Source: an optimization exercise on an open RTL-to-GDS flow (aim: a short achievable clock period). Production flows keep margins and buffers that such runs may drop.
Function was checked by simulation only, so behaviour that the tests miss may differ from the original.
Power figures rest on the tool's default switching activity, not on a simulated workload.

### design/flow/config.mk
export PLATFORM = sky130hd
export DESIGN_NAME = fdc_bridge_core
export DESIGN_NICKNAME = fdc_bridge_core
export VERILOG_FILES = /design/flow/design.v
export SDC_FILE = /design/flow/constraint.sdc
export NUM_CORES = 4
export LEC_CHECK = 0
export CAP_MARGIN = 20
export CORE_MARGIN = 2
export CORE_UTILIZATION = 40
export PLACE_DENSITY = 0.6
export SLEW_MARGIN = 20
### design/flow/constraint.sdc
create_clock -name core_clock -period 12.5 [get_ports {clk}]
set_input_delay 2.5000 -clock core_clock [delete_from_list [all_inputs] [get_ports {clk}]]
set_output_delay 2.5000 -clock core_clock [all_outputs]
set_load 0.01 [all_outputs]
### design/flow/design.v
module fdc_bridge_core (
    input  wire         clk,
    input  wire         rst,
    input  wire [3:0]   op,
    input  wire [1:0]   op_idx,         
    input  wire [15:0]  op_wdata,       
    input  wire         op_drive,       
    input  wire         op_level,       
    input  wire [2:0]   op_bit,         
    input  wire [127:0] key_matrix,     
    input  wire [7:0]   ctl_data_in,    
    input  wire [7:0]   ctl_reg_in,     
    output wire [15:0]  bus_rdata,
    output wire         irq,
    output wire         dmar,
    output reg          ctl_data_wr,
    output reg          ctl_data_rd,
    output reg  [7:0]   ctl_data_out,
    output reg          ctl_reg_wr,
    output reg          ctl_reg_rd,
    output reg  [1:0]   ctl_reg_addr,
    output reg  [7:0]   ctl_reg_out,
    output reg          ctl_soft_reset,
    output reg          ctl_set_floppy,
    output wire [1:0]   ctl_floppy,
    output wire         drv_side,
    output wire [1:0]   drv_motor,
    output wire [6:0]   key_pos,
    output wire         key_pressed,
    output reg  [3:0]   rep_an,
    output reg          rep_dg1
);
    localparam [3:0] OP_NOP     = 4'd0,
                     OP_RD      = 4'd1,
                     OP_WR      = 4'd2,
                     OP_DRQ     = 4'd3,
                     OP_FIRQ    = 4'd4,
                     OP_RDY     = 4'd5,
                     OP_WP      = 4'd6,
                     OP_IDX     = 4'd7,
                     OP_MCHG    = 4'd8,
                     OP_KTICK   = 4'd9,
                     OP_KACK    = 4'd10,
                     OP_SETMASK = 4'd11,
                     OP_SETPEND = 4'd12;
    localparam [2:0] BS_IDLE = 3'd0,
                     BS_WR1  = 3'd1,
                     BS_WR2  = 3'd2,
                     BS_RD1  = 3'd3,
                     BS_RD2  = 3'd4;
    localparam [1:0] SEL_NONE = 2'd0,
                     SEL_D0   = 2'd1,
                     SEL_D1   = 2'd2;
    localparam [15:0] IDX3_READ_VALUE = 16'h64C0;
    localparam CLI = 7, DDW = 6, DEN = 5, RSC = 4, ADW = 3, SCT = 2;
    reg [2:0]   bs;
    reg [7:0]   icr;
    reg [7:0]   dcr;
    reg [15:0]  ol;
    reg [15:0]  wl;
    reg         dip;
    reg [1:0]   mc;
    reg [1:0]   mci;
    reg [1:0]   wps;
    reg [1:0]   sel;
    reg [7:0]   mask;
    reg [7:0]   pend;
    reg [127:0] kprev;
    reg [6:0]   kcur;
    reg         kevt;
    reg         kprs;
    reg         drq;
    reg         firq;
    reg [1:0]   rdy;
    reg [2:0]   bs_n;
    reg [7:0]   icr_n;
    reg [7:0]   dcr_n;
    reg [15:0]  ol_n;
    reg [15:0]  wl_n;
    reg         dip_n;
    reg [1:0]   mc_n;
    reg [1:0]   mci_n;
    reg [1:0]   wps_n;
    reg [1:0]   sel_n;
    reg [7:0]   mask_n;
    reg [7:0]   pend_n;
    reg [127:0] kprev_n;
    reg [6:0]   kcur_n;
    reg         kevt_n;
    reg         kprs_n;
    reg         drq_n;
    reg         firq_n;
    reg [1:0]   rdy_n;
    wire [127:0] kdiff  = key_matrix ^ kprev;
    wire [6:0]   kstart = kcur + 7'd1;
    wire [255:0] kdd    = {kdiff, kdiff} >> kstart;
    wire [127:0] krot   = kdd[127:0];
    reg          kfound;
    reg  [6:0]   koff;
    integer      i;
    always @(*) begin
        kfound = 1'b0;
        koff   = 7'd0;
        for (i = 127; i >= 0; i = i - 1) begin
            if (krot[i]) begin
                kfound = 1'b1;
                koff   = i[6:0];
            end
        end
    end
    wire [6:0] kpos = kstart + koff;
    reg [7:0] c;
    reg [7:0] d;
    reg [1:0] newsel;
    always @(*) begin
        bs_n    = bs;
        icr_n   = icr;
        dcr_n   = dcr;
        ol_n    = ol;
        wl_n    = wl;
        dip_n   = dip;
        mc_n    = mc;
        mci_n   = mci;
        wps_n   = wps;
        sel_n   = sel;
        mask_n  = mask;
        pend_n  = pend;
        kprev_n = kprev;
        kcur_n  = kcur;
        kevt_n  = kevt;
        kprs_n  = kprs;
        drq_n   = drq;
        firq_n  = firq;
        rdy_n   = rdy;
        ctl_data_wr    = 1'b0;
        ctl_data_rd    = 1'b0;
        ctl_data_out   = 8'h00;
        ctl_reg_wr     = 1'b0;
        ctl_reg_rd     = 1'b0;
        ctl_reg_addr   = 2'd0;
        ctl_reg_out    = 8'h00;
        ctl_soft_reset = 1'b0;
        ctl_set_floppy = 1'b0;
        rep_an         = 4'b0000;
        rep_dg1        = 1'b0;
        c      = op_wdata[15:8];
        d      = op_wdata[7:0];
        newsel = SEL_NONE;
        case (op)
        OP_RD: begin
            if (op_idx == 2'd0 || op_idx == 2'd2) begin
                if (bs == BS_RD2) begin
                    bs_n = BS_IDLE;
                    if (op_idx == 2'd2) begin
                        icr_n[DEN] = 1'b0;
                        dip_n      = 1'b1;
                        pend_n[4]  = 1'b1;
                    end
                end else begin
                    rep_an[0] = 1'b1;
                end
            end
        end
        OP_WR: begin
            if (op_idx == 2'd1) begin
                if (c[RSC]) begin
                    bs_n    = BS_IDLE;
                    icr_n   = 8'h00;
                    dcr_n   = 8'hFF;
                    ol_n    = 16'h0000;
                    wl_n    = 16'h0000;
                    dip_n   = 1'b0;
                    mc_n    = 2'b00;
                    mci_n   = 2'b00;
                    wps_n   = 2'b00;
                    sel_n   = SEL_NONE;
                    mask_n  = 8'h00;
                    pend_n  = 8'h00;
                    kprev_n = 128'd0;
                    kcur_n  = 7'd0;
                    kevt_n  = 1'b0;
                    kprs_n  = 1'b0;
                    ctl_set_floppy = 1'b1;
                    ctl_soft_reset = 1'b1;
                end
                icr_n = c;
                if (c[CLI]) begin
                    dip_n = 1'b0;
                    mci_n = 2'b00;
                end
                if (c[ADW]) begin
                    if (c[SCT]) begin
                        ctl_reg_wr   = 1'b1;
                        ctl_reg_addr = c[1:0];
                        ctl_reg_out  = ~d;
                    end else begin
                        dcr_n = d;
                        if (d[2]) mc_n[0] = 1'b0;
                        if (d[5]) mc_n[1] = 1'b0;
                        if (!d[3] && !d[0]) rep_dg1 = 1'b1;
                        if (!d[3])      newsel = SEL_D1;
                        else if (!d[0]) newsel = SEL_D0;
                        else            newsel = SEL_NONE;
                        if (newsel != sel_n) begin
                            sel_n          = newsel;
                            ctl_set_floppy = 1'b1;
                        end
                    end
                end else begin
                    if (c[SCT]) begin
                        ctl_reg_rd   = 1'b1;
                        ctl_reg_addr = c[1:0];
                        ol_n[7:0]    = ~ctl_reg_in;
                    end else begin
                        ol_n[7:0] = dcr_n;
                    end
                end
                ol_n[15:8] = {firq, dip_n, mc_n[1], wps_n[1], rdy[1],
                              mc_n[0], wps_n[0], rdy[0]};
                pend_n[4] = dip_n | mci_n[0] | mci_n[1];
                if (bs_n == BS_IDLE && icr_n[DEN] && drq) begin
                    if (icr_n[DDW]) begin
                        bs_n = BS_WR1;
                    end else begin
                        ctl_data_rd = 1'b1;
                        ol_n[15:8]  = ~ctl_data_in;
                        bs_n        = BS_RD1;
                    end
                end
            end else if (op_idx == 2'd0 || op_idx == 2'd2) begin
                if (bs == BS_WR1) begin
                    wl_n         = op_wdata;
                    ctl_data_wr  = 1'b1;
                    ctl_data_out = ~op_wdata[15:8];
                    bs_n         = BS_WR2;
                    if (op_idx == 2'd2) begin
                        icr_n[DEN] = 1'b0;
                        dip_n      = 1'b1;
                        pend_n[4]  = 1'b1;
                    end
                end else begin
                    rep_an[1] = 1'b1;
                end
            end
        end
        OP_DRQ: begin
            drq_n = op_level;
            if (!drq && op_level) begin
                case (bs)
                BS_IDLE: begin
                    if (icr[DEN]) begin
                        if (icr[DDW]) begin
                            bs_n = BS_WR1;
                        end else begin
                            ctl_data_rd = 1'b1;
                            ol_n[15:8]  = ~ctl_data_in;
                            bs_n        = BS_RD1;
                        end
                    end else begin
                        rep_an[2] = 1'b1;
                    end
                end
                BS_WR2: begin
                    ctl_data_wr  = 1'b1;
                    ctl_data_out = ~wl[7:0];
                    bs_n         = BS_IDLE;
                end
                BS_RD1: begin
                    ctl_data_rd = 1'b1;
                    ol_n[7:0]   = ~ctl_data_in;
                    bs_n        = BS_RD2;
                end
                default: begin
                    rep_an[3] = 1'b1;
                end
                endcase
            end
        end
        OP_FIRQ: begin
            firq_n = op_level;
        end
        OP_RDY: begin
            rdy_n[op_drive] = op_level;
        end
        OP_WP: begin
            if ((!op_drive && sel == SEL_D0) || (op_drive && sel == SEL_D1))
                wps_n[op_drive] = ~op_level;
        end
        OP_MCHG: begin
            mc_n[op_drive]  = 1'b1;
            mci_n[op_drive] = 1'b1;
            pend_n[4]       = 1'b1;
        end
        OP_KTICK: begin
            if (!kevt && kfound) begin
                kcur_n        = kpos;
                kprev_n[kpos] = key_matrix[kpos];
                kprs_n        = key_matrix[kpos];
                kevt_n        = 1'b1;
                pend_n[0]     = 1'b1;
            end
        end
        OP_KACK: begin
            kevt_n    = 1'b0;
            pend_n[0] = 1'b0;
        end
        OP_SETMASK: begin
            mask_n[op_bit] = op_level;
        end
        OP_SETPEND: begin
            if (op_bit != 3'd0 && op_bit != 3'd4)
                pend_n[op_bit] = op_level;
        end
        default: ;
        endcase
        if (rst) begin
            ctl_data_wr    = 1'b0;
            ctl_data_rd    = 1'b0;
            ctl_reg_wr     = 1'b0;
            ctl_reg_rd     = 1'b0;
            ctl_soft_reset = 1'b0;
            ctl_set_floppy = 1'b1;
            rep_an         = 4'b0000;
            rep_dg1        = 1'b0;
        end
    end
    always @(posedge clk) begin
        if (rst) begin
            bs    <= BS_IDLE;
            icr   <= 8'h00;
            dcr   <= 8'hFF;
            ol    <= 16'h0000;
            wl    <= 16'h0000;
            dip   <= 1'b0;
            mc    <= 2'b00;
            mci   <= 2'b00;
            wps   <= 2'b00;
            sel   <= SEL_NONE;
            mask  <= 8'h00;
            pend  <= 8'h00;
            kprev <= 128'd0;
            kcur  <= 7'd0;
            kevt  <= 1'b0;
            kprs  <= 1'b0;
        end else begin
            bs    <= bs_n;
            icr   <= icr_n;
            dcr   <= dcr_n;
            ol    <= ol_n;
            wl    <= wl_n;
            dip   <= dip_n;
            mc    <= mc_n;
            mci   <= mci_n;
            wps   <= wps_n;
            sel   <= sel_n;
            mask  <= mask_n;
            pend  <= pend_n;
            kprev <= kprev_n;
            kcur  <= kcur_n;
            kevt  <= kevt_n;
            kprs  <= kprs_n;
        end
    end
    always @(posedge clk) begin
        if (!rst) begin
            drq  <= drq_n;
            firq <= firq_n;
            rdy  <= rdy_n;
        end
    end
    assign bus_rdata   = (op_idx == 2'd3) ? IDX3_READ_VALUE : ol;
    assign irq         = |(mask & pend);
    assign dmar        = (bs == BS_WR1) || (bs == BS_RD2);
    assign ctl_floppy  = rst ? SEL_NONE : sel_n;
    assign drv_side    = ~dcr[7];
    assign drv_motor   = {~dcr[4], ~dcr[1]};
    assign key_pos     = kcur;
    assign key_pressed = kprs;
endmodule
### design/flow/run.sh
#!/bin/bash
# synth_recipe.tcl (not shown) runs the flow's synth.tcl, then flattens the netlist and writes it again
# the make line also repeats each setting of config.mk as NAME=value (left out here)
make -C /OpenROAD-flow-scripts/flow DESIGN_CONFIG=/design/flow/config.mk WORK_HOME=/design/flow/orfs CLKGATE_MAP_FILE= SYNTH_SCRIPT=/design/flow/synth_recipe.tcl finish
==> notes.md <==
Run status:
- The run finished with no timing, DRC or antenna violations.

Placed design:
- OpenSTA, run right after detailed placement, puts the worst setup slack at 0.589 ns.
- The routability-driven placement congestion ratio is 1.12.
- During placement, the flow inserted port buffers numbering 232.
- The half-perimeter wire length of the detailed placement result is 147000 µm.
- The number of placed instances with taps included is 4772.

STA:
- The count of pins over their slew limit is 0.
- The tightest hold path in the finished design has a slack of 0.463 ns.
- Measured against its own limit, the worst slew margin works out to 13.4%.
- The worst setup skew after layout is 0.0343 ns.
- After layout, the minimum clock period comes to 11.73 ns.
- The number of failing setup endpoints in the final timing report is 0.
- The worst-margin pin slew is 1.29 ns.
- Setup repair after global routing left no endpoint under its margin.
- Dividing the final minimum period by the clock period gives 93.9%.
- After routing, the total negative slack on setup checks comes to 0 ns.
- In the post-route analysis, the smallest setup slack over all paths is 0.766 ns.
- For this run, the top clock speed supported by timing is 85.2 MHz.
- The number of failing hold endpoints at the final stage is 0.

Floorplan:
- The die is 282 µm wide.
- The initial utilization of the core area, before any placement, comes to 40.5%.
- The die outline area is 79200 µm².
- After floorplanning, the core was divided into 101 placement rows.
- In this run the count of I/O pins placed on the die edge is 233.
- The height of the die is 282 µm.
- The core area is 76100 µm².

Logic synthesis:
- After technology mapping, the gate count stands at 3625.
- The count of distinct cell types in the synthesized netlist is 108.
- For this run, the number of Yosys warnings is 1.
- The fraction of post-synthesis cell area in the top cell type by area is 20.3%.
- Counting flops with a built-in enable in the synthesized netlist gives 4.
- Sorting the synthesized cells by area gives the leading types as sky130_fd_sc_hd__mux4_2, sky130_fd_sc_hd__dfxtp_1, sky130_fd_sc_hd__mux2i_1, sky130_fd_sc_hd__xor2_1, sky130_fd_sc_hd__nor2_1.
- The area of the mapped netlist is 30800 µm².
- The share of the Yosys chip area taken by registers is 13.3%.
- The total nets after synthesis is 3812.
- The synthesized area per cell is 8.50 µm².
- The biggest area contributor in the post-synthesis netlist is sky130_fd_sc_hd__mux4_2.
- The most used flip-flop cell after synthesis is sky130_fd_sc_hd__dfxtp_1.
- Counting flops with an async set or reset pin after synthesis yields a share of 0%.
- The flip-flop and latch count after synthesis is 203.

Clocking:
- The count of hold-fix buffers inserted at cts is 0.
- The post-CTS setup buffer count is 0.
- In this run the number of H-tree levels came out at 1.
- Clock-pin slew was measured on the worst setup and hold paths at 0.06 ns.
- The CTS tree is done.
- Gates resized during post-CTS repair numbered 0.
- The root buffer cell is sky130_fd_sc_hd__clkbuf_16.
- Clock latency on the worst-skew pair, taken at its later pin, is 0.57 ns.
- The number of clock buffers added by TritonCTS is 22.
- No sink is reached through more buffers than the 3 on the longest clock path.
- CTS saw 203 sinks.

Detailed routing:
- Dividing the detail-routed via count by the number of cells gives 7.33.
- The count of routing violations after the opening detailed-route iteration is 5418.
- In this run the remaining antenna-violating nets after routing total 0.
- Summing over every cut layer, the via total after detailed routing is 35300.
- Wires add up to 182000 µm.
- The DRC violations left is 0.
- The iteration count of the initial detailed-routing pass is 6.
- The average wire length per cell after detail routing is 37.8 µm.

Run:
- The max-capacitance violation count is 0.

Finish:
- Compared with the post-synthesis result, the final layout area differs by 14.9%.
- The count of nets after finishing is 3953.
- In the final layout, the share of cells above drive strength 1 is 17.1%.
- Excluding fillers, the count of instances in the completed layout stands at 4817.
- After filler insertion, the fill cell instance count of the layout stands at 7682.

Critical path:
- In this design, the stage delay of the slowest critical-path cell is 0.77 ns.
- Data arrives at the worst endpoint at 12.13 ns.
- The worst setup path is of the primary input to register kind.
- Together, buffers and inverters on the worst path number 4.
- For the worst setup path, the data required time is 12.90 ns.
- The cell seen most often among critical-path stages is sky130_fd_sc_hd__mux4_2.
- The worst setup path is captured at a register.
- The largest driver fanout on the critical path is 19.
- STA classifies the critical path startpoint as a primary input.
- The slowest stage of the critical path belongs to the cell sky130_fd_sc_hd__fa_2.
- The largest delay contributor family on the critical path is compound AO/OA/AOI/OAI gates.

Power and ir drop:
- In this run the static leakage power is 12.7 nW.
- The total power density per cell area is 87.2 nW/µm².
- The maximum resistive drop on vdd is 0.000102 V.

GRT:
- Global routing used 44.7% of the available tracks.
- The final global-route overflow total is 0.
- The number of global-route vias before repair is 32500.
- The wire length of the first global-routing pass is 253000 µm.
- The initial antenna violation count is 9.
- Entering global routing, the biggest net connects 95 pins.

Min path:
- The worst hold path belongs to the class register to register.
synth_stat cells, drive strengths merged (39+ instances only):
cell,instances
mux4,278
a21o,39
o31ai,98
nor3,82
a22oi,42
xor2,134
o22ai,166
mux2,60
xnor2,115
o211ai,119
nand3,110
mux2i,246
a211oi,60
nand2,288
dfxtp,199
nor2,298
buf,154
clkbuf,149
a21oi,189
inv,48
o21ai,158
sequential cells by signal (all words and copies together) (netlist names), named ones only:
name and count:
ol 16, dip 1, kprev 128, mci 2, pend 8, dcr 8
icr 2, kcur 7, wl 8, kprs 1, firq 1, drq 1
mc 2, mask 8, sel 2, kevt 1, bs 3
path summary, 6_finish.rpt:
path / end / cells past startpoint / start / slack, ns
setup / recovery: kprev[106] / 27 / key_matrix[61] / 0.77
hold / removal: wl[1] / 2 / wl[1] / 0.46
setup reg to reg: kprev[106] / 27 / kcur[2] / 1.54
hold reg to reg: wl[1] / 2 / wl[1] / 0.46
where the power goes:
group          internal [mW]  switching [mW]  total [mW]
Combinational          0.606            1.12        1.73
Sequential             0.653         0.00449       0.657
Clock                  0.404           0.300       0.704
cell type report:
class / instances / area, µm² / area share [%]
inverters: 48 / 204 / 0.576
clock buffers: 30 / 641 / 1.81
clock inverters: 10 / 135 / 0.382
diodes: 5 / 12.5 / 0.0353
multi-input cells: 3071 / 25200 / 71.1
flip-flops and latches: 203 / 4110 / 11.6
well taps: 1030 / 1290 / 3.64
repair buffers: 420 / 3840 / 10.9
layout by cell type, fill, tap and decap left out, types with 133 or more instances in the layout:
master                              n
sky130_fd_sc_hd__a21oi_1          187
sky130_fd_sc_hd__mux4_2           278
sky130_fd_sc_hd__xor2_1           133
sky130_fd_sc_hd__nor2_1           292
sky130_fd_sc_hd__o22ai_1          165
sky130_fd_sc_hd__o21ai_0          147
sky130_fd_sc_hd__dfxtp_1          198
sky130_fd_sc_hd__clkdlybuf4s50_1  231
sky130_fd_sc_hd__buf_4            180
sky130_fd_sc_hd__mux2i_1          246
sky130_fd_sc_hd__nand2_1          286
cells by family (layout without fill, tap and decap cells):
| group | Yosys count | after routing | synth area share (%) |
|---|---|---|---|
| compound gates | 1188 | 1188 | 26.7 |
| simple gates | 1036 | 1036 | 16.1 |
| fa+ha+maj | 14 | 14 | 0.593 |
| other cells | 0 | 5 | 0 |
| mux | 584 | 584 | 30.5 |
| flops | 203 | 203 | 13.3 |
| buf+inv | 351 | 508 | 5.39 |
| xor+xnor | 249 | 249 | 7.34 |
metrics by stage:
step | power, mW | cell area (µm²) | utilization (%)
6_report | 3.09 | 35400 | 46.5
3_5_place_dp | 2.30 | 34600 | 45.5
4_1_cts | 3.01 | 35400 | 46.5
3_3_place_gp | 2.31 | 34600 | 45.5
2_1_floorplan | 1.61 | 30800 | -
5_1_grt | 3.15 | 35400 | 46.5
worst register-to-register path: cells and delay by family (launching register included):
family          cells  cell delay, ns
flops               1            0.86
fa+ha+maj           2            1.10
mux                 3            1.70
buf+inv             5            2.13
compound gates     12            4.00
simple gates        4            0.85
xor+xnor            1            0.14
layer usage:
layer	GRT usage, %	routed length [µm]
met1	56.6	67600
met3	10.5	20000
met2	66.0	76800
met5	0	31
met4	34.2	17400

re-timing with driven ports:
Ports are ideal in the flow. The routed layout listed here was re-timed in OpenROAD.
Step 1 sets driving cells, clkbuf_16 on the clock port and buf_2 on the other inputs (assumed; they add their load-dependent delay and slew).
Step 2 moves the port delays by t, midway between the first and last clock arrival at a register: inputs arrive t later, outputs are due t later. That takes back most of the time a late clock gives input paths.
Slacks: no drivers / after step 1 / after step 2; pairs: no drivers / after step 1.
t, ns: 0.616
setup WS [ns]: 0.766 / 0.791 / 0.175
hold slack, ns: 0.463 / 0.463 / 0.463
After both steps setup and hold are still met in this run. The setup slack of this run moves by +0.025 ns with the drivers and by -0.591 ns with both steps.
